Context: an optimization exercise on an open-source flow, tuned for small area. The choices shown serve that exercise and are no tape-out recipe.
In this exercise RTL edits were held to simulation tests only and were not proved equivalent to the original.
No activity file was given, so power comes from the tool's default toggle rates.

==> 08-03: inputs <==
Design fgtc, start of the top module:
module fgtc #(
    parameter [6:0]  P_DEV_ADDR      = 7'h36,
    parameter [7:0]  P_RA_RCOMP0     = 8'h38,
    parameter [7:0]  P_RA_TEMPCO     = 8'h39,
    parameter [7:0]  P_RA_FULLCAPREP = 8'h10,
    parameter [7:0]  P_RA_CYCLES     = 8'h17,
    parameter [7:0]  P_RA_FULLCAPNOM = 8'h23,
    parameter [15:0] P_SETTLE_MS     = 16'd10,
    parameter [15:0] P_POLL_MS       = 16'd1
) (
    input             clk,
    input             rst,           
    input             host_we,
    input      [5:0]  host_addr,
    input      [15:0] host_wdata,
    output     [15:0] host_rdata,
    output            irq,
    output            bus_req,
    output     [2:0]  bus_kind,
    output     [7:0]  bus_byte,
    input             bus_ack,
    input      [7:0]  bus_st,
    input      [7:0]  bus_d,
    output            nv_req,
    output            nv_we,
    output     [15:0] nv_addr,
    output     [15:0] nv_wdata,
    input             nv_ack,
    input      [15:0] nv_rdata,
    input             ms_tick
);
  ...
clock: 10.0 ns
lec_check: 0
cap_margin: 20
core_margin: 2
core_utilization: 40
slew_margin: 20
synth_hierarchical: 1
standard.sh (not shown) runs the stock make flow with config.mk's settings and CLKGATE_MAP_FILE= SYNTH_SCRIPT=/design/flow/synth_recipe.tcl, a recipe that flattens the netlist after the stock synthesis.
==> flow/flow/run.sh <==
#!/bin/bash
# Own layout flow: the standard ORFS flow (standard.sh) with two changes,
# passed to the ORFS scripts through the environment variables they read:
#   - port buffering (global_place.tcl, buffer_ports) uses sky130_fd_sc_hd__buf_1;
#   - clock tree synthesis (cts.tcl) clusters at most 14 sinks within 60 um per
#     sky130_fd_sc_hd__clkbuf_8 leaf buffer and inserts no dummy loads.
# Synthesis, floorplan, power grid, tap cells, placement, timing repair and
# routing are the standard flow's.  make's full output goes to standard.log in
# this folder; ORFS keeps each step's own log under orfs/logs/.
set -euo pipefail
export BUFFER_PORTS_ARGS="-buffer_cell sky130_fd_sc_hd__buf_1"
export CTS_ARGS="-sink_clustering_enable -repair_clock_nets -dont_use_dummy_load -buf_list sky130_fd_sc_hd__clkbuf_8 -sink_clustering_size 14 -sink_clustering_max_diameter 60"
bash standard.sh > standard.log 2>&1
==> 02-10 (differences from 08-03) <==
--- a/flow/design.v
+++ b/flow/design.v
@@ -90,11 +90,13 @@
     reg  [3:0]  xi;           
     reg  [2:0]  kk;           
     reg  [3:0]  steps;
     reg         err;
     reg  [7:0]  p_lo;
-    reg  [63:0] stage;        
+    reg  [63:16] stage;       
+    reg         rdy;          
+    reg  [5:0]  iaddr_q;      
     wire busy = (state != S_IDLE);
     wire [3:0] op  = cmd[15:12];
     wire [2:0] sub = cmd[2:0];
     wire op_start = (op == 4'h1);
     wire op_stopc = (op == 4'h5);
@@ -107,12 +109,12 @@
     wire lp_seed  = op_lp && (sub == 3'd2);
     wire lp_push  = op_lp && (sub == 3'd4);
     wire rst_all = rst || (host_we && !busy && (host_addr == 6'h00) && host_wdata[2]);
     wire nrst    = !rst_all;
     assign irq      = ctrl_ie & st_done;
-    assign bus_req  = (state == S_PH);
-    assign nv_req   = (state == S_NV);
+    assign bus_req  = (state == S_PH) && rdy;
+    assign nv_req   = (state == S_NV) && rdy;
     assign bus_kind = ph;
     wire       t_wr   = op_wrreg || (op_wrvfy && pc == P_VB) || lp_push;
     wire [3:0] t_n    = op_xfer ? cmd[3:0] : (t_wr ? 4'd3 : 4'd1);
     wire [3:0] t_m    = op_xfer ? cmd[7:4] : (t_wr ? 4'd0 : 4'd2);
     wire       t_keep = op_xfer & cmd[8];
@@ -138,16 +140,24 @@
                     P_PC:    iaddr = 6'h0E;                          
                     P_PB:    iaddr = 6'h0B;                          
                     P_VD:    iaddr = 6'h05;                          
                     P_E2:    iaddr = 6'h2D;                          
                     P_DEC:   iaddr = 6'h0B;                          
-                    default: iaddr = 6'h20;                          
+                    P_E1:    iaddr = 6'h20;                          
+                    P_E3:    iaddr = 6'h20;                          
+                    default: iaddr = 6'h2D;                          
                 endcase
             end
         endcase
     end
-    wire [5:0] raddr = busy ? iaddr : host_addr;
+    wire [5:0] raddr = !busy ? host_addr
+                     : (state == S_PH || state == S_NV) ? iaddr_q : iaddr;
+    always @(posedge clk) begin
+        iaddr_q <= iaddr;
+        rdy     <= !rst_all && ((state == S_PH && !(bus_ack && rdy)) ||
+                                (state == S_NV && !(nv_ack && rdy)));
+    end
     reg [63:0] rsel;          
     always @(*) begin
         rsel = 64'd0;
         rsel[raddr] = 1'b1;
     end
@@ -422,17 +432,17 @@
             default: lp_ok = (st_lp == 2'd2);
         endcase
     end
     wire hw       = host_we && !busy && (host_addr != 6'h01);
     wire accept   = hw && (host_addr == 6'h02);
-    wire ph_ack   = (state == S_PH) && bus_ack;
+    wire ph_ack   = bus_req && bus_ack;
     wire ph_good  = ph_ack && ph_ok;
     wire ph_fail  = ph_ack && !ph_ok;
     wire rx_good  = ph_good && (ph == K_RXACK || ph == K_RXNACK);
     wire priv     = !prim && !op_xfer;
     wire rxn_priv = rx_good && (ph == K_RXNACK) && priv;
-    wire nv_done  = (state == S_NV) && nv_ack;
+    wire nv_done  = nv_req && nv_ack;
     wire seq      = (state == S_SEQ) && !err;
     wire [15:0] rx_word     = {bus_d, p_lo};
     wire [15:0] pollcnt_inc = pollcnt + 16'd1;
     wire        cmp_eq      = (rmux == (op_poll ? pollcnt_inc : rdata));
     reg         sh_stage;    
@@ -460,11 +470,11 @@
                     end
                 end
             end
             S_NV: begin
                 in_sel = 2'd1;
-                if (nv_ack && pc == P_RD) begin
+                if (nv_done && pc == P_RD) begin
                     sh_stage = 1'b1;
                     sh_cache = (kk == 3'd5);
                 end
             end
             S_WAIT: begin
@@ -516,11 +526,11 @@
     wire [39:0]  ra_d;
     wire [15:1]  nvbase_d;
     wire [7:0]   rxbyte_d, busstat_d, p_lo_d;
     wire [15:0]  rdata_d, pollcnt_d;
     wire [10:0]  errinfo_d;
-    wire [63:0]  stage_d;
+    wire [63:16] stage_d;
     wire [79:0]  cache_d;
     rg #(2)  u_ctrl    (.e(hsel[6'h00] & nrst), .h(!hsel[6'h00] & nrst), .c(1'b0),
                         .s(hwd[1:0]),  .q({ctrl_as, ctrl_ie}), .d(ctrl_d));
     rg #(16) u_cmd     (.e(accept & nrst), .h(!accept & nrst), .c(1'b0),
                         .s(hwd),       .q(cmd),     .d(cmd_d));
@@ -567,11 +577,13 @@
     wire l_rxbyte = rx_good && prim;
     wire l_bstat  = ph_ack && (ph != K_STOP);
     wire l_rdata  = rxn_priv && !op_lp;
     wire l_plo    = rx_good && (ph == K_RXACK) && priv;
     wire l_einfo  = accept || ph_fail;
-    wire l_pcnt   = accept || (seq && pc == P_PB);
+    wire l_pinc   = seq && pc == P_PB;
+    wire l_pclr   = accept || ((state == S_SEQ) && err && op_lp);
+    wire l_pcnt   = l_pclr || l_pinc || sh_stage;
     wire l_st3    = sh_stage || ld_w;
     wire l_c3     = sh_cache || ld_c3;
     rg #(8)  u_rxbyte  (.e(l_rxbyte & nrst), .h(!l_rxbyte & nrst), .c(1'b0),
                         .s(bus_d), .q(rxbyte), .d(rxbyte_d));
     rg #(8)  u_busstat (.e(l_bstat & nrst), .h(!l_bstat & nrst), .c(1'b0),
@@ -580,22 +592,23 @@
                         .s(rx_word), .q(rdata), .d(rdata_d));
     rg #(8)  u_plo     (.e(l_plo & nrst), .h(!l_plo & nrst), .c(1'b0),
                         .s(bus_d), .q(p_lo), .d(p_lo_d));
     rg #(11) u_einfo   (.e(l_einfo & !accept & nrst), .h(!l_einfo & nrst), .c(1'b0),
                         .s({xi, steps, ph + 3'd1}), .q(errinfo), .d(errinfo_d));
-    rg #(16) u_pcnt    (.e(l_pcnt & !accept & nrst), .h(!l_pcnt & nrst), .c(1'b0),
-                        .s(pollcnt_inc), .q(pollcnt), .d(pollcnt_d));
-    rg #(48) u_stage   (.e(sh_stage & nrst), .h(!sh_stage & nrst), .c(1'b0),
-                        .s(stage[63:16]), .q(stage[47:0]), .d(stage_d[47:0]));
+    rg2 #(16) u_pcnt   (.e1(l_pinc & !l_pclr & nrst), .s1(pollcnt_inc),
+                        .e2(sh_stage & !l_pclr & nrst), .s2(stage[31:16]),
+                        .h(!l_pcnt & nrst), .q(pollcnt), .d(pollcnt_d));
+    rg #(32) u_stage   (.e(sh_stage & nrst), .h(!sh_stage & nrst), .c(1'b0),
+                        .s(stage[63:32]), .q(stage[47:16]), .d(stage_d[47:16]));
     rg #(16) u_stage3  (.e(l_st3 & nrst), .h(!l_st3 & nrst), .c(1'b0),
                         .s(st_in), .q(stage[63:48]), .d(stage_d[63:48]));
     rg #(48) u_cache   (.e(sh_cache & nrst), .h(!sh_cache & nrst), .c(1'b0),
                         .s(cache[63:16]), .q(cache[47:0]), .d(cache_d[47:0]));
     rg2 #(16) u_cache3 (.e1(sh_cache & nrst), .s1(cache[79:64]),
                         .e2(ld_c3 & !sh_cache & nrst), .s2(rx_word),
                         .h(!l_c3 & nrst), .q(cache[63:48]), .d(cache_d[63:48]));
-    rg2 #(16) u_cache4 (.e1(sh_cache & !rot & nrst), .s1(stage[15:0]),
+    rg2 #(16) u_cache4 (.e1(sh_cache & !rot & nrst), .s1(pollcnt),
                         .e2(sh_cache & rot & nrst), .s2(cache[15:0]),
                         .h(!sh_cache & nrst), .q(cache[79:64]), .d(cache_d[79:64]));
     always @(posedge clk) begin
         {ctrl_as, ctrl_ie} <= ctrl_d;
         cmd     <= cmd_d;
@@ -841,18 +854,18 @@
             S_WAIT: begin
                 if (stage[63:48] == 16'd0)
                     state <= S_SEQ;
             end
             S_NV: begin
-                if (nv_ack) begin
+                if (nv_done) begin
                     if (pc == P_IND)
                         st_lp <= (nv_rdata == NV_MAGIC) ? 2'd2 : 2'd1;
                     state <= S_SEQ;
                 end
             end
             S_PH: begin
-                if (bus_ack) begin
+                if (ph_ack) begin
                     if (!ph_ok) begin
                         st_err <= 4'd1;
                         err    <= 1'b1;
                         state  <= S_SEQ;
                     end else begin
==> flow/flow/run.sh (replaced) <==
#!/bin/bash
# Own layout flow: the standard ORFS flow (standard.sh) with two changes,
# passed to the ORFS scripts through the environment variables they read:
#   - port buffering (global_place.tcl, buffer_ports) uses sky130_fd_sc_hd__buf_1;
#   - clock tree synthesis (cts.tcl) clusters at most 14 sinks within 80 um per
#     sky130_fd_sc_hd__clkbuf_8 leaf buffer and inserts no dummy loads.
# Synthesis, floorplan, power grid, tap cells, placement, timing repair and
# routing are the standard flow's.  make's full output goes to standard.log in
# this folder; ORFS keeps each step's own log under orfs/logs/.
set -euo pipefail
export BUFFER_PORTS_ARGS="-buffer_cell sky130_fd_sc_hd__buf_1"
export CTS_ARGS="-sink_clustering_enable -repair_clock_nets -dont_use_dummy_load -buf_list sky130_fd_sc_hd__clkbuf_8 -sink_clustering_size 14 -sink_clustering_max_diameter 80"
bash standard.sh > standard.log 2>&1
==> qor summary <==
Outcome: 08-03 complete, but fails checks; 02-10 finished clean
Layout check failures: 08-03 negative setup slack; 02-10 -
Worst Path Buf+Inv: 08-03 4; 02-10 6
Number of levels in the clock H-tree: 08-03 3; 02-10 2
Internal power of the cells: 08-03 3.41 mW; 02-10 3.31 mW
Portion of the post-synthesis area used by sequential elements: 08-03 42.9%; 02-10 42.3%
Setup-failing EPs final: 08-03 1; 02-10 0
PwrDens: 08-03 137 nW/um2; 02-10 132 nW/um2
Worst R2R Path Depth: 08-03 22; 02-10 28
Portion of total power attributed to combinational logic: 08-03 7.3%; 02-10 7.6%
Pre-CTS worst setup slack: 08-03 0.759 ns; 02-10 0.619 ns
Hpwl dp: 08-03 100 mm; 02-10 98.8 mm
Share of post-route cells with drive strength above 1: 08-03 12.4%; 02-10 12.3%
CTS Sinks: 08-03 686; 02-10 682
Highest clock frequency the design can meet: 08-03 0.0996 GHz; 02-10 0.108 GHz
Clock share of power: 08-03 33.1%; 02-10 31.4%
Met2 layer wire length in the routed design: 08-03 56.6 mm; 02-10 57.1 mm
GR Layer Usage met1: 08-03 47.8%; 02-10 44.2%
Layout-stage area growth over the synthesis result: 08-03 5.82%; 02-10 5.41%
Storage element area: 08-03 13700 um2; 02-10 13700 um2
Wirelength, routed: 08-03 140 mm; 02-10 139 mm
Multi-input gate share of total cell area: 08-03 47.3%; 02-10 47.9%
Clock skew after layout: 08-03 0.102 ns; 02-10 0.0737 ns
Type of element launching the critical path: 08-03 register; 02-10 primary input
Critical Path Start: 08-03 cmd[12]; 02-10 host_addr[1]

==> port drivers added, routing unchanged <==
In the flow no input, the clock included, has a driving cell. The finished layouts below were timed again as built, in two steps. Step 1, drivers: a clkbuf_16 drives clk and a buf_2 each remaining input, both assumed. Step 2, shift: input delay + t, output delay - t, t = (earliest + latest rising clock arrival at the registers) / 2. This alone moves slack from input paths to output paths. Slacks: ideal / step 1 / step 2; pairs: ideal / step 1.
| run | shift t [ns] | setup WS [ns] | worst setup path after step 2 | worst register clock-pin slew, ns |
|---|---|---|---|---|
| 08-03 | 0.744 | -0.038 / -0.104 / 0.184 | input to output | 0.09 / 0.09 |
| 02-10 | 0.765 | 0.781 / 0.745 / 0.214 | input to register | 0.11 / 0.11 |
The setup slack of 02-10, which loses most, moves by -0.036 ns with the drivers and by -0.567 ns with both steps.
